What follows belongs to an exercise in optimizing a design on an open flow for small area, a short achievable clock period and few clock cycles per item; a production flow would make more cautious choices. Only simulation tests tie the RTL to the original design; equivalence was not proved. Power is estimated from default activity; no workload was simulated.

==> xenon: inputs <==
==> flow/design.v <==
module blink_quantizer (
    input  wire        clk,
    input  wire        rst,
    input  wire        req_valid,
    output wire        req_ready,
    input  wire [63:0] req_on_ms,
    input  wire [63:0] req_off_ms,
    output wire        resp_valid,
    output wire [1:0]  resp_path,
    output wire [6:0]  resp_num_steps,
    output wire [7:0]  resp_on_code,
    output wire [63:0] resp_on_ms,
    output wire [63:0] resp_off_ms
);
    reg         v0, hi0;
    reg  [63:0] xr, yr;
    reg         w_busy;
    wire        w_busy_nx;
    reg         stall;
    wire        go;
    wire        hi_in  = |req_on_ms[63:15] | |req_off_ms[63:15];
    wire        v0_nx  = ~rst & (stall ? v0 & ~go : req_valid);
    wire        hi0_nx = stall ? hi0 : hi_in;
    assign req_ready = ~stall;
    always @(posedge clk) begin
        v0    <= v0_nx;
        stall <= v0_nx & hi0_nx & w_busy_nx;
        if (~stall) begin
            hi0 <= hi_in;
            xr  <= req_on_ms;
            yr  <= req_off_ms;
        end
    end
    wire on_z  = ~|xr;
    wire off_z = ~|yr;
    wire p1    = off_z & ~on_z;                  
    wire p2    = on_z & ~off_z;                  
    wire gen   = ~(p1 | p2);
    wire [15:0] xn, yn, xt, yt;
    genvar g;
    generate
        for (g = 0; g < 16; g = g + 1) begin : NB
            assign xn[g] = |xr[4*g+3:4*g];
            assign yn[g] = |yr[4*g+3:4*g];
            assign xt[g] = |xn[15:g];
            assign yt[g] = |yn[15:g];
        end
    endgenerate
    wire x_big = |(xn[15:2] & ~yt[13:0]);
    wire y_big = |(yn[15:2] & ~xt[13:0]);
    wire mid   = hi0 & gen & ~x_big & ~y_big;    
    wire needw = hi0 & (mid | ~gen);             
    assign go  = v0 & ~(stall & needw);          
    wire w_ld  = go & hi0 & ~stall;              
    wire [32:0] xy_lo = {1'b0, xr[31:0]} + {1'b0, yr[31:0]};
    reg  [15:0] s_in;
    reg  [14:0] r_in;
    always @(*) begin
        if (hi0 & gen)           s_in = 16'h8000;    
        else if (on_z & off_z)   s_in = 16'd1000;
        else                     s_in = xy_lo[15:0];
        if (on_z & off_z)        r_in = 15'd500;
        else if (hi0)            r_in = {{14{x_big}}, 1'b1};    
        else                     r_in = xr[14:0];
    end
    localparam [3:0] HOLD_OUT = 4'd10;    
    reg         w_div, w_p1, w_p2, w_c;
    reg  [3:0]  w_cnt;
    reg  [65:0] w_r;                      
    reg  [64:0] w_s;
    reg  [7:0]  w_q;                      
    reg         og1a, og1b, og2a, og2b;   
    wire [65:0] w_op = {1'b0, w_s} ^ {{33{w_q[0]}}, {33{~w_r[65]}}};
    wire [65:0] w_t  = {w_r[64:0], 1'b0} + w_op + {65'd0, w_q[0]};
    wire        w_it = (w_cnt != 4'd0) & (~w_cnt[3] | (w_cnt == 4'd8));
    wire [32:0] w_hi = {1'b0, w_r[63:32]} + {1'b0, w_s[63:32]} + {32'd0, w_c};
    assign w_busy_nx = ~rst & ((w_ld & (mid | ~gen)) |
                               (w_busy & ~(w_div ? (w_cnt == 4'd8) : (w_cnt == HOLD_OUT))));
    wire hold_out_nx = w_busy & ~w_div & (w_cnt == HOLD_OUT - 4'd1);
    always @(posedge clk) begin
        w_busy <= w_busy_nx;
        og1a   <= ~rst & hold_out_nx & w_p1;
        og1b   <= ~rst & hold_out_nx & ~w_p2;
        og2a   <= ~rst & hold_out_nx & w_p2;
        og2b   <= ~rst & hold_out_nx & ~w_p1;
        if (w_ld) begin
            w_div <= gen;
            w_p1  <= p1;
            w_p2  <= ~p1;
            w_cnt <= 4'd0;
            w_r   <= {2'b00, xr};
            w_s   <= {1'b0, yr[63:32], xy_lo[31:0]};
            w_c   <= xy_lo[32];
            w_q   <= 8'd1;
        end else begin
            w_cnt <= w_cnt + 4'd1;
            if (w_cnt == 4'd0)
                w_s[64:32] <= w_hi;
            if (w_it) begin
                w_r <= w_t;
                w_q <= {w_q[6:0], ~w_t[65]};
            end
        end
    end
    generate
        for (g = 0; g <= 8; g = g + 1) begin : P
            wire        v_c;
            wire [1:0]  pa_c;
            wire [15:0] s_c, r_c;
            wire [7:0]  q_c;
            reg         v_r;
            reg  [1:0]  pa_r;
            reg  [15:0] s_r, r_r;
            reg  [7:0]  q_r;
            if (g == 0) begin : A
                assign v_c  = go;
                assign pa_c = mid ? 2'd0 : {~p1, ~p2};
                assign s_c  = s_in;
                assign r_c  = {1'b0, r_in};
                assign q_c  = 8'd0;
            end else begin : R
                wire [16:0] t  = {P[g-1].r_r, 1'b0} - {1'b0, P[g-1].s_r};
                wire        qb = ~t[16];
                assign v_c  = P[g-1].v_r;
                assign pa_c = P[g-1].pa_r;
                assign s_c  = P[g-1].s_r;
                assign r_c  = qb ? t[15:0] : {P[g-1].r_r[14:0], 1'b0};
                assign q_c  = {P[g-1].q_r[6:0], qb};
            end
            always @(posedge clk) begin
                if (rst) v_r <= 1'b0;
                else     v_r <= v_c;
                pa_r <= pa_c;
                s_r  <= s_c;
                r_r  <= r_c;
                q_r  <= q_c;
            end
        end
    endgenerate
    reg  [7:0]  m_c;
    wire [15:0] s7  = P[7].s_r;
    wire [15:0] s_m = s7 - 16'd129;
    always @(*) begin
        if (s7 <= 16'd256)        m_c = 8'd3;
        else if (s7 > 16'd16256)  m_c = 8'd128;
        else                      m_c = {1'b0, s_m[13:7]} + 8'd3;
    end
    reg  [7:0]  m8;
    always @(posedge clk) m8 <= m_c;
    wire [1:0]  pa8 = P[8].pa_r;
    wire [7:0]  q8  = P[8].q_r;
    reg         mv;
    reg  [1:0]  mpa;
    reg  [7:0]  mm, mq;                   
    reg  [11:0] pl, pu;
    always @(posedge clk) begin
        if (rst) mv <= 1'b0;
        else     mv <= P[8].v_r;
        mpa <= pa8;
        {mm, mq} <= (pa8[0] ^ pa8[1]) ? {1'b0, P[8].s_r[14:0]} : {m8, q8};
        pl  <= m8 * q8[3:0];
        pu  <= m8 * q8[7:4];
    end
    wire        mgen = &mpa;
    wire        mph  = ~|mpa;
    wire [15:0] prod = {4'd0, pl} + {pu, 4'd0};
    wire [16:0] offx = {1'b0, mm, 8'd0} + {1'b0, ~{4'd0, pl}} + {1'b0, ~{pu, 4'd0}} + 17'd3;
    wire [8:0]  wq_n = 9'd256 - {1'b0, w_q};
    reg         ov;
    reg  [1:0]  opa;
    reg  [6:0]  ost;
    reg  [7:0]  oq;
    reg  [14:0] oon, ooff;
    always @(posedge clk) begin
        if (rst) ov <= 1'b0;
        else     ov <= mv;
        if (mph) begin
            opa  <= 2'd3;
            ost  <= 7'd126;
            oq   <= w_q;
            oon  <= {1'b0, w_q, 6'd0};
            ooff <= {wq_n, 6'd0};
        end else begin
            opa  <= mpa;
            ost  <= mgen ? mm[6:0] - 7'd2 : 7'd0;
            oq   <= mgen ? mq : 8'd0;
            oon  <= mgen ? prod[15:1] : (mpa == 2'd1 ? {mm[6:0], mq} : 15'd0);
            ooff <= mgen ? offx[15:1] : (mpa == 2'd2 ? {mm[6:0], mq} : 15'd0);
        end
    end
    assign resp_valid     = ov;
    assign resp_path      = opa;
    assign resp_num_steps = ost;
    assign resp_on_code   = oq;
    assign resp_on_ms     = {w_s[63:39] & {25{og1b}}, w_s[38:15] & {24{og1a}}, oon};
    assign resp_off_ms    = {w_s[63:39] & {25{og2b}}, w_s[38:15] & {24{og2a}}, ooff};
endmodule
==> flow/flow/run.sh <==
#!/bin/bash
# Layout flow: the standard flow (standard synthesis, floorplan, placement,
# CTS, routing, finish) unchanged, at the design's clock period and
# constraints, except that the resizer's setup repair after CTS and after
# global routing is asked to leave extra slack (SETUP_SLACK_MARGIN), so that
# the critical paths come out faster than the 12 ns constraint requires.
# The make output of the whole run goes to layout.log in this folder; ORFS
# keeps each tool's own log under orfs/logs/.
set -euo pipefail
MARGIN=${MARGIN:-8}
bash standard.sh SETUP_SLACK_MARGIN="$MARGIN" finish > layout.log 2>&1
test -f out/final.def
==> flow/standard.sh <==
#!/bin/bash
# synth_recipe.tcl (not shown) runs the flow's synth.tcl, then flattens the netlist and writes it again
# the make line also repeats each setting of config.mk as NAME=value (left out here)
make -C /OpenROAD-flow-scripts/flow DESIGN_CONFIG=/design/flow/config.mk WORK_HOME=/design/flow/orfs CLKGATE_MAP_FILE= SYNTH_SCRIPT=/design/flow/synth_recipe.tcl "${@:-finish}"
==> flow/config.mk <==
export PLATFORM = sky130hd
export DESIGN_NAME = blink_quantizer
export DESIGN_NICKNAME = blink_quantizer
export VERILOG_FILES = /design/flow/design.v
export SDC_FILE = /design/flow/constraint.sdc
export NUM_CORES = 4
export LEC_CHECK = 0
export CAP_MARGIN = 20
export CORE_MARGIN = 2
export CORE_UTILIZATION = 40
export SLEW_MARGIN = 20
==> flow/constraint.sdc <==
create_clock -name core_clock -period 12.0 [get_ports {clk}]
set_input_delay 2.4000 -clock core_clock [delete_from_list [all_inputs] [get_ports {clk}]]
set_output_delay 2.4000 -clock core_clock [all_outputs]
set_load 0.01 [all_outputs]
==> inputs of garnet, as changes to xenon <==
--- a/flow/design.v
+++ b/flow/design.v
@@ -33,7 +33,2 @@
     end
-    wire on_z  = ~|xr;
-    wire off_z = ~|yr;
-    wire p1    = off_z & ~on_z;                  
-    wire p2    = on_z & ~off_z;                  
-    wire gen   = ~(p1 | p2);
     wire [15:0] xn, yn, xt, yt;
@@ -48,2 +43,7 @@
     endgenerate
+    wire on_z  = ~xt[0];
+    wire off_z = ~yt[0];
+    wire p1    = off_z & ~on_z;                  
+    wire p2    = on_z & ~off_z;                  
+    wire gen   = ~(p1 | p2);
     wire x_big = |(xn[15:2] & ~yt[13:0]);
@@ -54,15 +54,20 @@
     wire w_ld  = go & hi0 & ~stall;              
-    wire [32:0] xy_lo = {1'b0, xr[31:0]} + {1'b0, yr[31:0]};
-    reg  [15:0] s_in;
-    reg  [14:0] r_in;
+    wire [64:0] xy    = {1'b0, xr} + {1'b0, yr};
+    wire [15:0] d_lo  = {1'b0, xr[14:0]} - {1'b0, yr[14:0]};
+    wire        q_lo  = ~d_lo[15];
+    reg  [15:0] s_in, r_in;
+    reg         q_in;
     always @(*) begin
-        if (hi0 & gen)           s_in = 16'h8000;    
-        else if (on_z & off_z)   s_in = 16'd1000;
-        else                     s_in = xy_lo[15:0];
-        if (on_z & off_z)        r_in = 15'd500;
-        else if (hi0)            r_in = {{14{x_big}}, 1'b1};    
-        else                     r_in = xr[14:0];
+        if (on_z & off_z) begin
+            s_in = 16'd1000;   q_in = 1'b1;   r_in = 16'd0;
+        end else if (hi0 & gen) begin
+            s_in = 16'h8000;   q_in = x_big;  r_in = x_big ? 16'h7ffe : 16'd2;
+        end else begin
+            s_in = xy[15:0];
+            q_in = q_lo;
+            r_in = q_lo ? d_lo : {xr[14:0], 1'b0};
+        end
     end
-    localparam [3:0] HOLD_OUT = 4'd10;    
-    reg         w_div, w_p1, w_p2, w_c;
+    localparam [3:0] HOLD_OUT = 4'd9;     
+    reg         w_div, w_p1, w_p2;
     reg  [3:0]  w_cnt;
@@ -74,6 +79,5 @@
     wire [65:0] w_t  = {w_r[64:0], 1'b0} + w_op + {65'd0, w_q[0]};
-    wire        w_it = (w_cnt != 4'd0) & (~w_cnt[3] | (w_cnt == 4'd8));
-    wire [32:0] w_hi = {1'b0, w_r[63:32]} + {1'b0, w_s[63:32]} + {32'd0, w_c};
+    wire        w_it = ~w_cnt[3];         
     assign w_busy_nx = ~rst & ((w_ld & (mid | ~gen)) |
-                               (w_busy & ~(w_div ? (w_cnt == 4'd8) : (w_cnt == HOLD_OUT))));
+                               (w_busy & ~(w_div ? (w_cnt == 4'd7) : (w_cnt == HOLD_OUT))));
     wire hold_out_nx = w_busy & ~w_div & (w_cnt == HOLD_OUT - 4'd1);
@@ -91,4 +95,3 @@
             w_r   <= {2'b00, xr};
-            w_s   <= {1'b0, yr[63:32], xy_lo[31:0]};
-            w_c   <= xy_lo[32];
+            w_s   <= xy;
             w_q   <= 8'd1;
@@ -96,8 +99,5 @@
             w_cnt <= w_cnt + 4'd1;
-            if (w_cnt == 4'd0)
-                w_s[64:32] <= w_hi;
-            if (w_it) begin
-                w_r <= w_t;
+            w_r   <= w_t;                 
+            if (w_it)
                 w_q <= {w_q[6:0], ~w_t[65]};
-            end
         end
@@ -105,3 +105,3 @@
     generate
-        for (g = 0; g <= 8; g = g + 1) begin : P
+        for (g = 0; g <= 7; g = g + 1) begin : P
             wire        v_c;
@@ -118,4 +118,4 @@
                 assign s_c  = s_in;
-                assign r_c  = {1'b0, r_in};
-                assign q_c  = 8'd0;
+                assign r_c  = r_in;
+                assign q_c  = {7'd0, q_in};
             end else begin : R
@@ -140,3 +140,3 @@
     reg  [7:0]  m_c;
-    wire [15:0] s7  = P[7].s_r;
+    wire [15:0] s7  = P[6].s_r;
     wire [15:0] s_m = s7 - 16'd129;
@@ -149,4 +149,4 @@
     always @(posedge clk) m8 <= m_c;
-    wire [1:0]  pa8 = P[8].pa_r;
-    wire [7:0]  q8  = P[8].q_r;
+    wire [1:0]  pa8 = P[7].pa_r;
+    wire [7:0]  q8  = P[7].q_r;
     reg         mv;
@@ -154,10 +154,10 @@
     reg  [7:0]  mm, mq;                   
-    reg  [11:0] pl, pu;
+    reg  [14:0] mon;                      
+    wire [15:0] prod = m8 * q8;
     always @(posedge clk) begin
         if (rst) mv <= 1'b0;
-        else     mv <= P[8].v_r;
+        else     mv <= P[7].v_r;
         mpa <= pa8;
-        {mm, mq} <= (pa8[0] ^ pa8[1]) ? {1'b0, P[8].s_r[14:0]} : {m8, q8};
-        pl  <= m8 * q8[3:0];
-        pu  <= m8 * q8[7:4];
+        {mm, mq} <= (pa8[0] ^ pa8[1]) ? {1'b0, P[7].s_r[14:0]} : {m8, q8};
+        mon <= prod[15:1];
     end
@@ -165,4 +165,3 @@
     wire        mph  = ~|mpa;
-    wire [15:0] prod = {4'd0, pl} + {pu, 4'd0};
-    wire [16:0] offx = {1'b0, mm, 8'd0} + {1'b0, ~{4'd0, pl}} + {1'b0, ~{pu, 4'd0}} + 17'd3;
+    wire [14:0] moff = {mm, 7'd0} - mon;
     wire [8:0]  wq_n = 9'd256 - {1'b0, w_q};
@@ -186,4 +185,4 @@
             oq   <= mgen ? mq : 8'd0;
-            oon  <= mgen ? prod[15:1] : (mpa == 2'd1 ? {mm[6:0], mq} : 15'd0);
-            ooff <= mgen ? offx[15:1] : (mpa == 2'd2 ? {mm[6:0], mq} : 15'd0);
+            oon  <= mgen ? mon : (mpa == 2'd1 ? {mm[6:0], mq} : 15'd0);
+            ooff <= mgen ? moff : (mpa == 2'd2 ? {mm[6:0], mq} : 15'd0);
         end
==> flow/flow/run.sh (replaced) <==
#!/bin/bash
# Layout flow: the standard flow (standard synthesis, floorplan, placement,
# CTS, routing, finish) at the design's clock period and constraints, with
# two changes to how the layout is made:
#  - the resizer's setup repair after CTS and after global routing is asked
#    to leave extra slack (SETUP_SLACK_MARGIN), so that the critical paths
#    come out faster than the 12 ns constraint requires;
#  - every input and output port still gets its own buffer, but the port
#    buffers start as the smallest buffer cell (the repair upsizes the ones
#    on critical paths).
# The make output of the whole run goes to layout.log in this folder; ORFS
# keeps each tool's own log under orfs/logs/.
set -euo pipefail
MARGIN=${MARGIN:-8.15}
bash standard.sh SETUP_SLACK_MARGIN="$MARGIN" \
    "BUFFER_PORTS_ARGS=-buffer_cell sky130_fd_sc_hd__buf_1" finish > layout.log 2>&1
test -f out/final.def
--- a/flow/config.mk
+++ b/flow/config.mk
@@ -10,2 +10,4 @@
 export CORE_UTILIZATION = 40
+export CTS_CLUSTER_DIAMETER = 100
+export CTS_CLUSTER_SIZE = 20
 export SLEW_MARGIN = 20
==> inputs of zinc, as changes to xenon <==
--- a/flow/design.v
+++ b/flow/design.v
@@ -14,3 +14,17 @@
 );
-    reg         v0, hi0;
+    wire [15:0] xn, yn, xt, yt;
+    genvar g;
+    generate
+        for (g = 0; g < 16; g = g + 1) begin : NB
+            assign xn[g] = |req_on_ms[4*g+3:4*g];
+            assign yn[g] = |req_off_ms[4*g+3:4*g];
+            assign xt[g] = |xn[15:g];
+            assign yt[g] = |yn[15:g];
+        end
+    endgenerate
+    wire hi_in = |req_on_ms[63:15] | |req_off_ms[63:15];
+    wire xb_in = |(xn[15:2] & ~yt[13:0]);       
+    wire yb_in = |(yn[15:2] & ~xt[13:0]);       
+    wire nw_in = hi_in & ~(xt[0] & yt[0] & (xb_in | yb_in));
+    reg         v0, hi0, nw0, xz0, yz0, xb0, yb0;
     reg  [63:0] xr, yr;
@@ -19,6 +33,4 @@
     reg         stall;
-    wire        go;
-    wire        hi_in  = |req_on_ms[63:15] | |req_off_ms[63:15];
-    wire        v0_nx  = ~rst & (stall ? v0 & ~go : req_valid);
-    wire        hi0_nx = stall ? hi0 : hi_in;
+    wire        v0_nx  = ~rst & (stall ? v0 : req_valid);
+    wire        nw0_nx = stall ? nw0 : nw_in;
     assign req_ready = ~stall;
@@ -26,5 +38,10 @@
         v0    <= v0_nx;
-        stall <= v0_nx & hi0_nx & w_busy_nx;
+        stall <= v0_nx & nw0_nx & w_busy_nx;
         if (~stall) begin
             hi0 <= hi_in;
+            nw0 <= nw_in;
+            xz0 <= ~xt[0];
+            yz0 <= ~yt[0];
+            xb0 <= xb_in;
+            yb0 <= yb_in;
             xr  <= req_on_ms;
@@ -33,24 +50,9 @@
     end
-    wire on_z  = ~|xr;
-    wire off_z = ~|yr;
-    wire p1    = off_z & ~on_z;                  
-    wire p2    = on_z & ~off_z;                  
-    wire gen   = ~(p1 | p2);
-    wire [15:0] xn, yn, xt, yt;
-    genvar g;
-    generate
-        for (g = 0; g < 16; g = g + 1) begin : NB
-            assign xn[g] = |xr[4*g+3:4*g];
-            assign yn[g] = |yr[4*g+3:4*g];
-            assign xt[g] = |xn[15:g];
-            assign yt[g] = |yn[15:g];
-        end
-    endgenerate
-    wire x_big = |(xn[15:2] & ~yt[13:0]);
-    wire y_big = |(yn[15:2] & ~xt[13:0]);
-    wire mid   = hi0 & gen & ~x_big & ~y_big;    
-    wire needw = hi0 & (mid | ~gen);             
-    assign go  = v0 & ~(stall & needw);          
-    wire w_ld  = go & hi0 & ~stall;              
-    wire [32:0] xy_lo = {1'b0, xr[31:0]} + {1'b0, yr[31:0]};
+    wire p1   = yz0 & ~xz0;                      
+    wire p2   = xz0 & ~yz0;                      
+    wire gen  = ~(p1 | p2);
+    wire mid  = nw0 & gen;                       
+    wire go   = v0 & ~stall;                     
+    wire w_ld = go & nw0;                        
+    wire [15:0] s_lo = {1'b0, xr[14:0]} + {1'b0, yr[14:0]};
     reg  [15:0] s_in;
@@ -58,11 +60,11 @@
     always @(*) begin
-        if (hi0 & gen)           s_in = 16'h8000;    
-        else if (on_z & off_z)   s_in = 16'd1000;
-        else                     s_in = xy_lo[15:0];
-        if (on_z & off_z)        r_in = 15'd500;
-        else if (hi0)            r_in = {{14{x_big}}, 1'b1};    
-        else                     r_in = xr[14:0];
+        if (hi0 & gen)       s_in = 16'h8000;    
+        else if (xz0 & yz0)  s_in = 16'd1000;
+        else                 s_in = s_lo;
+        if (xz0 & yz0)       r_in = 15'd500;
+        else if (hi0)        r_in = {{14{xb0}}, xb0 | yb0};    
+        else                 r_in = xr[14:0];
     end
     localparam [3:0] HOLD_OUT = 4'd10;    
-    reg         w_div, w_p1, w_p2, w_c;
+    reg         w_div, w_p1, w_p2;
     reg  [3:0]  w_cnt;
@@ -74,5 +76,4 @@
     wire [65:0] w_t  = {w_r[64:0], 1'b0} + w_op + {65'd0, w_q[0]};
-    wire        w_it = (w_cnt != 4'd0) & (~w_cnt[3] | (w_cnt == 4'd8));
-    wire [32:0] w_hi = {1'b0, w_r[63:32]} + {1'b0, w_s[63:32]} + {32'd0, w_c};
-    assign w_busy_nx = ~rst & ((w_ld & (mid | ~gen)) |
+    wire        w_it = ~w_cnt[3];         
+    assign w_busy_nx = ~rst & (w_ld |
                                (w_busy & ~(w_div ? (w_cnt == 4'd8) : (w_cnt == HOLD_OUT))));
@@ -91,4 +92,3 @@
             w_r   <= {2'b00, xr};
-            w_s   <= {1'b0, yr[63:32], xy_lo[31:0]};
-            w_c   <= xy_lo[32];
+            w_s   <= {1'b0, xr} + {1'b0, yr};
             w_q   <= 8'd1;
@@ -96,4 +96,2 @@
             w_cnt <= w_cnt + 4'd1;
-            if (w_cnt == 4'd0)
-                w_s[64:32] <= w_hi;
             if (w_it) begin
@@ -149,4 +147,4 @@
     always @(posedge clk) m8 <= m_c;
-    wire [1:0]  pa8 = P[8].pa_r;
-    wire [7:0]  q8  = P[8].q_r;
+    wire [1:0]  pa8  = P[8].pa_r;
+    wire [7:0]  q8   = P[8].q_r;
     reg         mv;
==> flow/run.sh (new file) <==
#!/bin/bash
# synth_recipe.tcl (not shown) runs the flow's synth.tcl, then flattens the netlist and writes it again
# the make line also repeats each setting of config.mk as NAME=value (left out here)
make -C /OpenROAD-flow-scripts/flow DESIGN_CONFIG=/design/flow/config.mk WORK_HOME=/design/flow/orfs CLKGATE_MAP_FILE= SYNTH_SCRIPT=/design/flow/synth_recipe.tcl finish
removed: flow/flow/run.sh
removed: flow/standard.sh
==> comparison <==
- Worst hold slack: garnet is better than zinc (0.013 ns).
- Via count: garnet < xenon < zinc.
- Between xenon and garnet, the lower combinational power is in garnet (gap about 46%, measured against garnet).
- Register-to-register slack: zinc < garnet < xenon.
- Flip-flop and latch count, lowest first: garnet, xenon, zinc.
- First-iteration DRC count: garnet > zinc > xenon.
- Synthesized cell count, highest first: zinc, xenon, garnet.
- The lowest total power belongs to garnet, the highest to zinc.
- In garnet the clock-buffer cell count is lower than in zinc, by 54.
- The lowest clock power belongs to garnet, the highest to zinc.
- Fmax: zinc < garnet < xenon.
==> figures <==
Reg clk slew, reported paths: garnet 0.08 ns; zinc 0.06 ns; xenon 0.06 ns
Result of the run: garnet timing/DRC/antenna clean; zinc timing/DRC/antenna clean; xenon timing/DRC/antenna clean
Fillers: garnet 8,559; zinc 9,119; xenon 8,859
Area of the die: garnet 93,910 sq um; zinc 100,200 sq um; xenon 98,050 sq um
Reg area: garnet 15,460 sq um; zinc 17,030 sq um; xenon 16,920 sq um
Num tapcells: garnet 1,176; zinc 1,276; xenon 1,265
Worst setup path startpoint: garnet m8[4]; zinc req_on_ms[57]; xenon og1b
Number of clock-tree buffers in the layout: garnet 57; zinc 111; xenon 113
Worst skew pair latency: garnet 0.60 ns; zinc 0.64 ns; xenon 0.66 ns
Critical Path End Type: garnet flip-flop; zinc flip-flop; xenon output port
Non-Clock Buffer Area Fraction: garnet 5.583%; zinc 6.250%; xenon 7.645%
Max_slew headroom: garnet 43.51%; zinc 31.84%; xenon 31.55%
Vias in the first global route: garnet 26,950; zinc 28,744; xenon 28,037
Number of flops mapped to enable cells by yosys: garnet 196; zinc 265; xenon 260
Critical path start-end classification: garnet reg -> reg; zinc in -> reg; xenon reg -> out
Combinational-cell power consumption: garnet 3.46 mW; zinc 6.34 mW; xenon 5.05 mW
Number of clock sinks seen by CTS: garnet 671; zinc 718; xenon 714
Compound-Gate Fraction of Synth Area: garnet 14.01%; zinc 15.00%; xenon 13.79%
Net count of the mapped netlist: garnet 4,219; zinc 4,398; xenon 4,311
Area after DPL: garnet 38,890 sq um; zinc 43,110 sq um; xenon 42,350 sq um
Switching portion of total power: garnet 38.46%; zinc 38.72%; xenon 38.63%
Peak VDD IR: garnet 0.1208 mV; zinc 0.1380 mV; xenon 0.1369 mV
Final critical path time including I/O delays and setup: garnet 4.055 ns; zinc 5.356 ns; xenon 3.979 ns
Testbench counts of xenon, summed over its fixed seeds: cycles 3,422, items 3,200.
Testbench counts of garnet, summed over its fixed seeds: cycles 3,396, items 3,200.
Testbench counts of zinc, summed over its fixed seeds: cycles 3,381, items 3,200.

-- re-timing with driven ports --
Ports are ideal in the flow. The routed layouts listed here were re-timed in OpenROAD.
Step 1, drivers: a clkbuf_16 drives clk and a buf_2 each remaining input, both assumed.
Step 2 also shifts input and output timing later by t, the mid clock arrival at the registers, as if the neighbouring blocks saw the same clock.
Three values: ideal, step 1, step 2; two values: the first two.
run | t (ns) | slack for setup (ns) | worst setup path after step 2 | cell pins on the clock port's net
xenon | 0.704 | 8.021 / 7.954 / 7.395 | input to register | 1
garnet | 0.651 | 7.945 / 7.945 / 7.500 | input to register | 1
zinc | 0.709 | 6.644 / 6.691 / 5.982 | input to register | 1
After both steps setup and hold are still met in every run listed. The setup slack of zinc, which loses most, moves by +0.047 ns with the drivers and by -0.662 ns with both steps.
